Context: an optimization exercise on an open-source flow, tuned for small area, a short achievable clock period and few clock cycles. The choices shown serve that exercise and are no tape-out recipe. Where RTL was checked, it was by simulation tests only, not by an equivalence proof against the original. Power figures rest on the tool's default switching activity, not on a simulated workload.

// bms_codec
module bms_codec (
    input  wire        clk,
    input  wire        rst,
    input  wire        req_valid,
    output wire        req_ready,
    input  wire [31:0] req_desc,
    input  wire [7:0]  req_count,
    input  wire [7:0]  req_counter,
    input  wire        in_valid,
    output wire        in_ready,
    input  wire [7:0]  in_data,
    output wire        out_valid,
    input  wire        out_ready,
    output wire [7:0]  out_data,
    output wire        out_last,
    output wire [2:0]  out_status
);
    localparam MAX_DEVICES = 16;
    localparam [1:0] K_CMD = 2'd0, K_WR = 2'd1, K_RD = 2'd2, K_ILL = 2'd3;
    localparam [2:0] ST_OK  = 3'd0, ST_BRK = 3'd1, ST_POR = 3'd3,
                     ST_CCE = 3'd4, ST_ILL = 3'd7;
    localparam [1:0] R_OK = 2'd0, R_BRK = 2'd1, R_CCE = 2'd2, R_POR = 2'd3;
    localparam [9:0] CRC10_SEED = 10'h010;
    reg         req_ready_q, in_ready_q;
    reg  [4:0]  alloc_q;         
    reg  [4:0]  rdf_q;           
    reg         i_busy, i_done, i_inph, i_new;
    reg         i_legal, i_opb, i_opc;    
    reg         i_port;
    reg  [3:0]  i_n1;            
    reg  [15:0] i_cmd;           
    reg  [1:0]  i_rank;          
    reg         i_hdr;           
    reg  [2:0]  i_col;           
    reg  [3:0]  i_srem;          
    reg  [4:0]  i_row;           
    reg         w_v, w_st, w_rd, w_c0, w_c6, w_c7, w_last;
    reg  [3:0]  w_row;
    reg  [7:0]  w_data;
    reg  [9:0]  rcrc_q;          
    reg         hi_ok_q;         
    reg  [7:0]  exp_lo_q;        
    reg  [1:0]  rank_m_q;        
    reg  [767:0] mem;
    reg         p_v, p_fr, p_cmdk, p_wr, p_rd, p_one;
    reg  [3:0]  p_n1;
    reg  [15:0] p_cmd;
    reg  [2:0]  p_stat;
    reg         c_v, c_fr, c_cmdk, c_wr, c_rd, c_one;
    reg  [15:0] c_cmd;
    reg  [2:0]  c_stat;
    reg         s_hdr;
    reg  [7:0]  s_coh;           
  ...
Settings: LEC_CHECK=0, CAP_MARGIN=20, CORE_MARGIN=2, CORE_UTILIZATION=40, CTS_CLUSTER_DIAMETER=150, CTS_CLUSTER_SIZE=30, PLACE_DENSITY=0.6, SLEW_MARGIN=20, TNS_END_PERCENT=20; clock period 9.0 ns.
standard.sh (not shown) runs the stock make flow with config.mk's settings and CLKGATE_MAP_FILE= SYNTH_SCRIPT=/design/flow/synth_recipe.tcl, a recipe that flattens the netlist after the stock synthesis.
==> flow/flow/run.sh <==
#!/bin/bash
# Standard layout, with timing repair aiming at a setup slack of MARGIN ns.
set -euo pipefail
MARGIN=6
sed "s/\"\\\${@:-finish}\"/SETUP_SLACK_MARGIN=$MARGIN &/" standard.sh > standard_margin.sh
grep -q "SETUP_SLACK_MARGIN=$MARGIN" standard_margin.sh
bash standard_margin.sh > make_finish.log 2>&1
Testbench counts at the start, summed over its fixed seeds: cycles 68,260.
Next try:
--- a/flow/flow/run.sh
+++ b/flow/flow/run.sh
@@ -4 +4 @@
-MARGIN=6
+MARGIN=6.3
--- a/flow/config.mk
+++ b/flow/config.mk
@@ -15 +14,0 @@
-export TNS_END_PERCENT = 20
Combinational power is higher by about a fifth.
Sequential cell count is unchanged.
Design area is higher by a few percent.
Hold slack stays flat.
Power is higher by a few percent.
Wire length rose by a little under a tenth.
Next try:
--- a/flow/flow/run.sh
+++ b/flow/flow/run.sh
@@ -4 +4 @@
-MARGIN=6.3
+MARGIN=6
--- a/flow/config.mk
+++ b/flow/config.mk
@@ -10 +10 @@
-export CORE_UTILIZATION = 40
+export CORE_UTILIZATION = 50
@@ -13 +13 @@
-export PLACE_DENSITY = 0.6
+export PLACE_DENSITY = 0.7
Effect: The new run went through all stages and came out clean; area after synthesis is unchanged; clock skew is higher by 0.017 ns; global-route usage is higher by 2.8 points; design area is lower by a few percent.
Next try:
--- a/flow/flow/run.sh
+++ b/flow/flow/run.sh
@@ -4 +4 @@
-MARGIN=6
+MARGIN=6.15
--- a/flow/config.mk
+++ b/flow/config.mk
@@ -10 +10 @@
-export CORE_UTILIZATION = 50
+export CORE_UTILIZATION = 40
@@ -13 +13 @@
-export PLACE_DENSITY = 0.7
+export PLACE_DENSITY = 0.6
Effect:
- The changed run completed without violations
- total power went up by 0.77%
- final cell count went up by 10%
- cell area went up by 4.9%
- worst hold slack stays flat
- clock power hardly moves
- sequential power is about the same
- non-clock buffer count went up by 66
- area after synthesis is unchanged
Next try:
--- a/flow/flow/run.sh
+++ b/flow/flow/run.sh
@@ -4 +4 @@
-MARGIN=6.15
+MARGIN=6
- The changed run ran to the end with no violations
- routed wire length decreases by 9.6%
- synthesized cell count stays the same
- design area decreases by 6.5%
- via count decreases by 7.7%
- final cell count decreases by 4.7%
- total power decreases by 1.4%

---

Another version of the RTL of bms_codec (not shown whole).
Size: about 36000 sq um of cells after synthesis.
export LEC_CHECK = 0
export CAP_MARGIN = 20
export CORE_MARGIN = 2
export CORE_UTILIZATION = 40
export CTS_CLUSTER_DIAMETER = 100
export CTS_CLUSTER_SIZE = 30
export PLACE_DENSITY = 0.6
export SLEW_MARGIN = 20
create_clock -name core_clock -period 9.0 [get_ports {clk}]
==> flow/flow/run.sh <==
#!/bin/bash
# Standard layout, with timing repair aiming at a setup slack of MARGIN ns.
set -euo pipefail
MARGIN=6.1
sed "s/\"\\\${@:-finish}\"/SETUP_SLACK_MARGIN=$MARGIN &/" standard.sh > standard_margin.sh
grep -q "SETUP_SLACK_MARGIN=$MARGIN" standard_margin.sh
bash standard_margin.sh > make_finish.log 2>&1
The first run went through all stages and came out clean.
Testbench counts at the start, summed over its fixed seeds: cycles 68,260.
Change:
--- a/flow/flow/run.sh
+++ b/flow/flow/run.sh
@@ -3,3 +3,3 @@
 set -euo pipefail
-MARGIN=6.1
+MARGIN=6
 sed "s/\"\\\${@:-finish}\"/SETUP_SLACK_MARGIN=$MARGIN &/" standard.sh > standard_margin.sh
Cell area falls by 1.2%.
Final cell count is lower by 1.0%.
Utilization goes down by 0.54 points.
Routed wire length is lower by 4.0%.
Power stays flat.

---

RTL: one of the versions met above, not the one the previous note started from.
Size: ~1900 cells after synthesis, about 970 flip-flops, roughly 76 I/O pins.
==> flow/config.mk <==
export PLATFORM = sky130hd
export DESIGN_NAME = bms_codec
export DESIGN_NICKNAME = bms_codec
export VERILOG_FILES = /design/flow/design.v
export SDC_FILE = /design/flow/constraint.sdc
export NUM_CORES = 4
export LEC_CHECK = 0
export CAP_MARGIN = 20
export CORE_MARGIN = 2
export CORE_UTILIZATION = 40
export CTS_CLUSTER_DIAMETER = 100
export CTS_CLUSTER_SIZE = 30
export PLACE_DENSITY = 0.6
export SLEW_MARGIN = 20
==> flow/constraint.sdc <==
create_clock -name core_clock -period 9.0 [get_ports {clk}]
set_input_delay 1.8000 -clock core_clock [delete_from_list [all_inputs] [get_ports {clk}]]
set_output_delay 1.8000 -clock core_clock [all_outputs]
set_load 0.01 [all_outputs]
==> flow/flow/run.sh <==
#!/bin/bash
# Standard layout, with timing repair aiming at a setup slack of MARGIN ns.
set -euo pipefail
MARGIN=6
sed "s/\"\\\${@:-finish}\"/SETUP_SLACK_MARGIN=$MARGIN &/" standard.sh > standard_margin.sh
grep -q "SETUP_SLACK_MARGIN=$MARGIN" standard_margin.sh
bash standard_margin.sh > make_finish.log 2>&1
The baseline passed the timing, DRC and antenna checks.
Testbench counts at the start, summed over its fixed seeds: cycles 68,260.
Rerun with:
Settings changed: CTS_CLUSTER_DIAMETER 100 to 150, TNS_END_PERCENT from default to 5.
Outcome: The changed run completed without violations; register-to-register slack loses 180 ps; final cell count went down by about 3%; hold slack improved by 9.0 ps; combinational power is lower by 2.8%.

---

== lane 2 ==
Another version of the RTL of bms_codec (not shown whole).
Size: roughly 2,500 cells after synthesis, about 960 flip-flops, roughly 76 I/O pins.
Settings: LEC_CHECK=0, CAP_MARGIN=20, CORE_MARGIN=2, CORE_UTILIZATION=40, PLACE_DENSITY=0.6, SLEW_MARGIN=20; clock period 9.0 ns.
==> flow/flow/run.sh <==
#!/bin/bash
# Standard layout, with timing repair aiming at a setup slack of MARGIN ns.
set -euo pipefail
MARGIN=7
sed "s/\"\\\${@:-finish}\"/SETUP_SLACK_MARGIN=$MARGIN &/" standard.sh > standard_margin.sh
grep -q "SETUP_SLACK_MARGIN=$MARGIN" standard_margin.sh
bash standard_margin.sh > make_finish.log 2>&1
In summary, lane 2 completed successfully, with a layout that passed the timing, DRC and antenna checks.
Testbench counts of lane 2, summed over its fixed seeds: cycles 68,260.
> inputs changed (lane 2 -> lane 3)
--- a/flow/flow/run.sh
+++ b/flow/flow/run.sh
@@ -3,3 +3,3 @@
 set -euo pipefail
-MARGIN=7
+MARGIN=6
 sed "s/\"\\\${@:-finish}\"/SETUP_SLACK_MARGIN=$MARGIN &/" standard.sh > standard_margin.sh
--- outcome ---
Wire length reported by the detailed router of lane 3 falls short of that of lane 2 by more than 10%.
Relative to lane 2, via count has gone down in lane 3.
Ratio of cells with drive above 1 in the final layout: higher on lane 2
Diff lane 2 -> lane 3 | worst-case reg-to-reg path depth | decrease of 2
Cmp lane 3 vs lane 2: worst endpoint data arrival time higher in lane 3
Taking lane 2 as the reference, in lane 3 horizontal extent of the die shows no meaningful change; share of power burned in combinational logic shows a reduction of 7.0 points.
Compared lane 3 vs lane 2, and clock group share of total power is up in lane 3.
The switching part of the total power of lane 3 falls short of that of lane 2 by 1.7 points.
Compared with lane 2, lane 3 shows a higher final critical path time including I/O delays and setup.
Lane 3 did not stop at any stage, and its layout met the timing, DRC and antenna checks.
Having completed the whole flow, lane 2 delivered a layout that passed the timing, DRC and antenna checks.

---

Setup of maple:
Another version of the RTL of bms_codec (not shown whole).
Size in the first run: ~2,700 cells after synthesis, about 960 flip-flops, roughly 76 I/O pins.
==> flow/config.mk <==
export PLATFORM = sky130hd
export DESIGN_NAME = bms_codec
export DESIGN_NICKNAME = bms_codec
export VERILOG_FILES = /design/flow/design.v
export SDC_FILE = /design/flow/constraint.sdc
export NUM_CORES = 4
export LEC_CHECK = 0
export CAP_MARGIN = 20
export CORE_MARGIN = 2
export CORE_UTILIZATION = 40
export PLACE_DENSITY = 0.6
export SETUP_SLACK_MARGIN = 5
export SLEW_MARGIN = 20
==> flow/constraint.sdc <==
create_clock -name core_clock -period 9.0 [get_ports {clk}]
set_input_delay 1.8000 -clock core_clock [delete_from_list [all_inputs] [get_ports {clk}]]
set_output_delay 1.8000 -clock core_clock [all_outputs]
set_load 0.01 [all_outputs]
run.sh (not shown) runs the stock make flow with config.mk's settings and CLKGATE_MAP_FILE= SYNTH_SCRIPT=/design/flow/synth_recipe.tcl, a recipe that flattens the netlist after the stock synthesis.
Stock flow here: none of the scripts above is used.
What birch does differently from maple at the input level:
Settings: ABC_CLOCK_PERIOD_IN_PS newly set to 3000.
## What came out
- From birch to maple, count of unresolved DRC violations after routing did not move at all.
- birch vs. maple: final-layout clock buffer total held, number of enable flip-flop cells after synthesis comparable.
Function was not checked in any run of this note: the RTL went through the layout flow alone.

---

== yarrow ==
Another version of the RTL of bms_codec (not shown whole).
Size in the first run: roughly 1800 cells after synthesis, roughly 960 flip-flops, ~76 I/O pins, roughly 35000 um2 of cells after synthesis.
export LEC_CHECK = 0
export CAP_MARGIN = 20
export CORE_MARGIN = 2
export CORE_UTILIZATION = 40
export CTS_CLUSTER_DIAMETER = 150
export CTS_CLUSTER_SIZE = 30
export PLACE_DENSITY = 0.6
export SLEW_MARGIN = 20
create_clock -name core_clock -period 9.0 [get_ports {clk}]
standard.sh (not shown) runs the stock make flow with config.mk's settings and CLKGATE_MAP_FILE= SYNTH_SCRIPT=/design/flow/synth_recipe.tcl, a recipe that flattens the netlist after the stock synthesis.
==> flow/flow/run.sh <==
#!/bin/bash
# Standard layout, with timing repair aiming at a setup slack of MARGIN ns.
set -euo pipefail
MARGIN=6
sed "s/\"\\\${@:-finish}\"/SETUP_SLACK_MARGIN=$MARGIN &/" standard.sh > standard_margin.sh
grep -q "SETUP_SLACK_MARGIN=$MARGIN" standard_margin.sh
bash standard_margin.sh > make_finish.log 2>&1
Testbench counts of yarrow, summed over its fixed seeds: cycles 68,260.
Setup changes, yarrow to ember
# yarrow
export LEC_CHECK = 0
export CAP_MARGIN = 20
export CORE_MARGIN = 2
export CORE_UTILIZATION = 40
export CTS_CLUSTER_DIAMETER = 150
export CTS_CLUSTER_SIZE = 30
export PLACE_DENSITY = 0.6
export SLEW_MARGIN = 20
create_clock -name core_clock -period 9.0 [get_ports {clk}]
# ember
export LEC_CHECK = 0
export CAP_MARGIN = 20
export CORE_MARGIN = 2
export CORE_UTILIZATION = 40
export CTS_CLUSTER_DIAMETER = 100
export CTS_CLUSTER_SIZE = 30
export PLACE_DENSITY = 0.6
export SLEW_MARGIN = 20
create_clock -name core_clock -period 9.0 [get_ports {clk}]
-- flow/flow/run.sh --
<<< yarrow, line 3
set -euo pipefail
MARGIN=6
sed "s/\"\\\${@:-finish}\"/SETUP_SLACK_MARGIN=$MARGIN &/" standard.sh > standard_margin.sh
>>> ember, line 3
set -euo pipefail
MARGIN=6.2
sed "s/\"\\\${@:-finish}\"/SETUP_SLACK_MARGIN=$MARGIN &/" standard.sh > standard_margin.sh
Results
Lower power goes to yarrow over ember.
CTS buffer count (ember over yarrow): increase, about 2.7%
Comparing the two runs side by side, ember comes out behind yarrow on finished layout cell area.
Routed wire in ember totals more than in yarrow.
Diff yarrow..ember | hold-fix buffer count after cts | unchanged
The highest signal layer in the routed design comes out met4 in one run and met5 in the other, namely in yarrow and ember respectively.
When ember is set beside yarrow, its setup slack turns out to be 25 ps larger.
Input changes introduced in quartz (baseline for comparison: ember):
# ember
export LEC_CHECK = 0
export CAP_MARGIN = 20
export CORE_MARGIN = 2
export CORE_UTILIZATION = 40
export CTS_CLUSTER_DIAMETER = 100
export CTS_CLUSTER_SIZE = 30
export PLACE_DENSITY = 0.6
export SLEW_MARGIN = 20
create_clock -name core_clock -period 9.0 [get_ports {clk}]
# quartz
export LEC_CHECK = 0
export CAP_MARGIN = 20
export CORE_MARGIN = 2
export CORE_UTILIZATION = 60
export CTS_CLUSTER_DIAMETER = 100
export CTS_CLUSTER_SIZE = 30
export PLACE_DENSITY = 0.75
export SLEW_MARGIN = 20
create_clock -name core_clock -period 9.0 [get_ports {clk}]
-- flow/flow/run.sh --
<<< ember, line 3
set -euo pipefail
MARGIN=6.2
sed "s/\"\\\${@:-finish}\"/SETUP_SLACK_MARGIN=$MARGIN &/" standard.sh > standard_margin.sh
>>> quartz, line 3
set -euo pipefail
MARGIN=6
sed "s/\"\\\${@:-finish}\"/SETUP_SLACK_MARGIN=$MARGIN &/" standard.sh > standard_margin.sh
[summary]
- On longest individual stage delay on the worst path, the higher figure sits with quartz, not ember.
- Against ember, the final cell area of quartz is lower.
- Final period demand of the worst path: ember and quartz compared, lower one is ember
- Relative to ember, the number of clock buffer instances in the layout of quartz is lower by 1.
- Total design power improves in quartz relative to ember.
> inputs changed (quartz -> pepper)
# quartz
export LEC_CHECK = 0
export CAP_MARGIN = 20
export CORE_MARGIN = 2
export CORE_UTILIZATION = 60
export CTS_CLUSTER_DIAMETER = 100
export CTS_CLUSTER_SIZE = 30
export PLACE_DENSITY = 0.75
export SLEW_MARGIN = 20
create_clock -name core_clock -period 9.0 [get_ports {clk}]
# pepper
export LEC_CHECK = 0
export CAP_MARGIN = 20
export CORE_MARGIN = 2
export CORE_UTILIZATION = 40
export CTS_CLUSTER_DIAMETER = 100
export CTS_CLUSTER_SIZE = 30
export PLACE_DENSITY = 0.6
export SLEW_MARGIN = 20
create_clock -name core_clock -period 9.0 [get_ports {clk}]
Results
Between quartz and pepper, the difference in post-synthesis area per instance is negligible.
Higher die footprint goes to pepper over quartz.
quartz → pepper: vias after detailed routing fell by 675; first-pass GRT wire length climbed 480 um; area after detailed placement picked up an extra about 1.3%.
Run comparison: quartz critical path capture point mem[390]; pepper critical path capture point out_data[0]
The following lists how sierra was set up differently from pepper:
# pepper
export LEC_CHECK = 0
export CAP_MARGIN = 20
export CORE_MARGIN = 2
export CORE_UTILIZATION = 40
export CTS_CLUSTER_DIAMETER = 100
export CTS_CLUSTER_SIZE = 30
export PLACE_DENSITY = 0.6
export SLEW_MARGIN = 20
create_clock -name core_clock -period 9.0 [get_ports {clk}]
# sierra
export LEC_CHECK = 0
export CAP_MARGIN = 20
export CORE_MARGIN = 2
export CORE_UTILIZATION = 40
export PLACE_DENSITY = 0.6
export SLEW_MARGIN = 20
create_clock -name core_clock -period 9.0 [get_ports {clk}]
Results
Both conditions hold for sierra: the flow ran to the end and the final layout passed the timing, DRC and antenna checks.
sierra vs. pepper: sequential share of power decreased 9.9 points; final routed wirelength across all metal layers saw an increase; actual slew at the worst max-slew pin now sits higher; proportion of register bits with asynchronous set or reset after synthesis level; hold slack has decreased.
sierra has synthesis-to-layout area growth above what pepper had.
Final cell count came out higher on sierra than on pepper.
Input changes introduced in tundra (baseline for comparison: sierra):
# sierra
export LEC_CHECK = 0
export CAP_MARGIN = 20
export CORE_MARGIN = 2
export CORE_UTILIZATION = 40
export PLACE_DENSITY = 0.6
export SLEW_MARGIN = 20
create_clock -name core_clock -period 9.0 [get_ports {clk}]
# tundra
export LEC_CHECK = 0
export CAP_MARGIN = 20
export CORE_MARGIN = 2
export CORE_UTILIZATION = 40
export CTS_CLUSTER_DIAMETER = 100
export CTS_CLUSTER_SIZE = 30
export PLACE_DENSITY = 0.6
export SLEW_MARGIN = 20
create_clock -name core_clock -period 9.0 [get_ports {clk}]
-- flow/flow/run.sh --
<<< sierra, line 3
set -euo pipefail
MARGIN=6
sed "s/\"\\\${@:-finish}\"/SETUP_SLACK_MARGIN=$MARGIN &/" standard.sh > standard_margin.sh
>>> tundra, line 3
set -euo pipefail
MARGIN=5.8
sed "s/\"\\\${@:-finish}\"/SETUP_SLACK_MARGIN=$MARGIN &/" standard.sh > standard_margin.sh
==> comparison <==
- Taking sierra as the reference, in tundra source-to-sink clock delay at the later pin of the worst-skew pair lost 20 ps, number of cell instances on the worst register-to-register path picked up an extra 9, area occupied by multi-input gates lost about 4.3%, post-route fraction of the period consumed by the critical path picked up an extra 1.2 points.
- Higher share of power burned in the clock network goes to sierra over tundra.
- Compared to sierra, tundra has worst hold slack 8.3 ps higher.

[what the ideal ports hide]
Ports are ideal in the flow. The routed layouts listed here were re-timed in OpenROAD. Step 1 assumes that a clkbuf_16 drives the clock port and a buf_2 every other input. Step 2 adds t to the input delays and takes it off the output delays; t is the mean of the earliest and latest rising clock arrival at the registers after step 1. Input paths then give back, and output paths get back, about the clock's delay inside the block. Slacks: ideal / step 1 / step 2; pairs: ideal / step 1.
run	shift t [ns]	slack for setup (ns)	worst setup path at the end	worst register clock-pin slew, ns
the first run of note 1	0.669	5.862 / 5.866 / 5.208	input to register	0.12 / 0.12
the second run of note 1	0.675	5.917 / 5.940 / 5.265	input to register	0.12 / 0.12
the third run of note 1	0.663	5.978 / 5.962 / 5.339	input to register	0.12 / 0.12
the fourth run of note 1	0.678	5.882 / 5.912 / 5.234	input to register	0.12 / 0.12
the fifth run of note 1	0.666	6.011 / 5.991 / 5.363	input to register	0.12 / 0.12
the first run of note 2	0.676	6.075 / 6.039 / 5.483	input to register	0.11 / 0.11
the second run of note 2	0.667	5.977 / 5.965 / 5.400	input to register	0.11 / 0.11
the first run of note 3	0.667	5.798 / 5.825 / 5.159	input to register	0.11 / 0.11
the second run of note 3	0.671	5.892 / 5.865 / 5.254	input to register	0.12 / 0.12
lane 2	0.714	5.983 / 5.917 / 5.530	input to register	0.06 / 0.06
lane 3	0.708	5.896 / 5.831 / 5.351	input to register	0.06 / 0.06
maple	0.732	5.093 / 5.093 / 4.530	input to register	0.06 / 0.06
birch	0.732	5.093 / 5.093 / 4.530	input to register	0.06 / 0.06
yarrow	0.661	5.947 / 5.884 / 5.348	input to register	0.12 / 0.12
ember	0.663	5.972 / 5.909 / 5.370	input to register	0.12 / 0.12
quartz	0.683	5.928 / 5.895 / 5.317	input to register	0.12 / 0.12
pepper	0.669	5.943 / 5.878 / 5.405	input to register	0.11 / 0.11
sierra	0.708	5.930 / 5.864 / 5.301	input to register	0.06 / 0.06
tundra	0.677	5.825 / 5.774 / 5.185	input to register	0.12 / 0.12
After both steps every run listed still meets setup and hold. For the first run of note 1, which loses most, drivers alone change the setup slack by +0.004 ns; drivers and shift together by -0.654 ns.
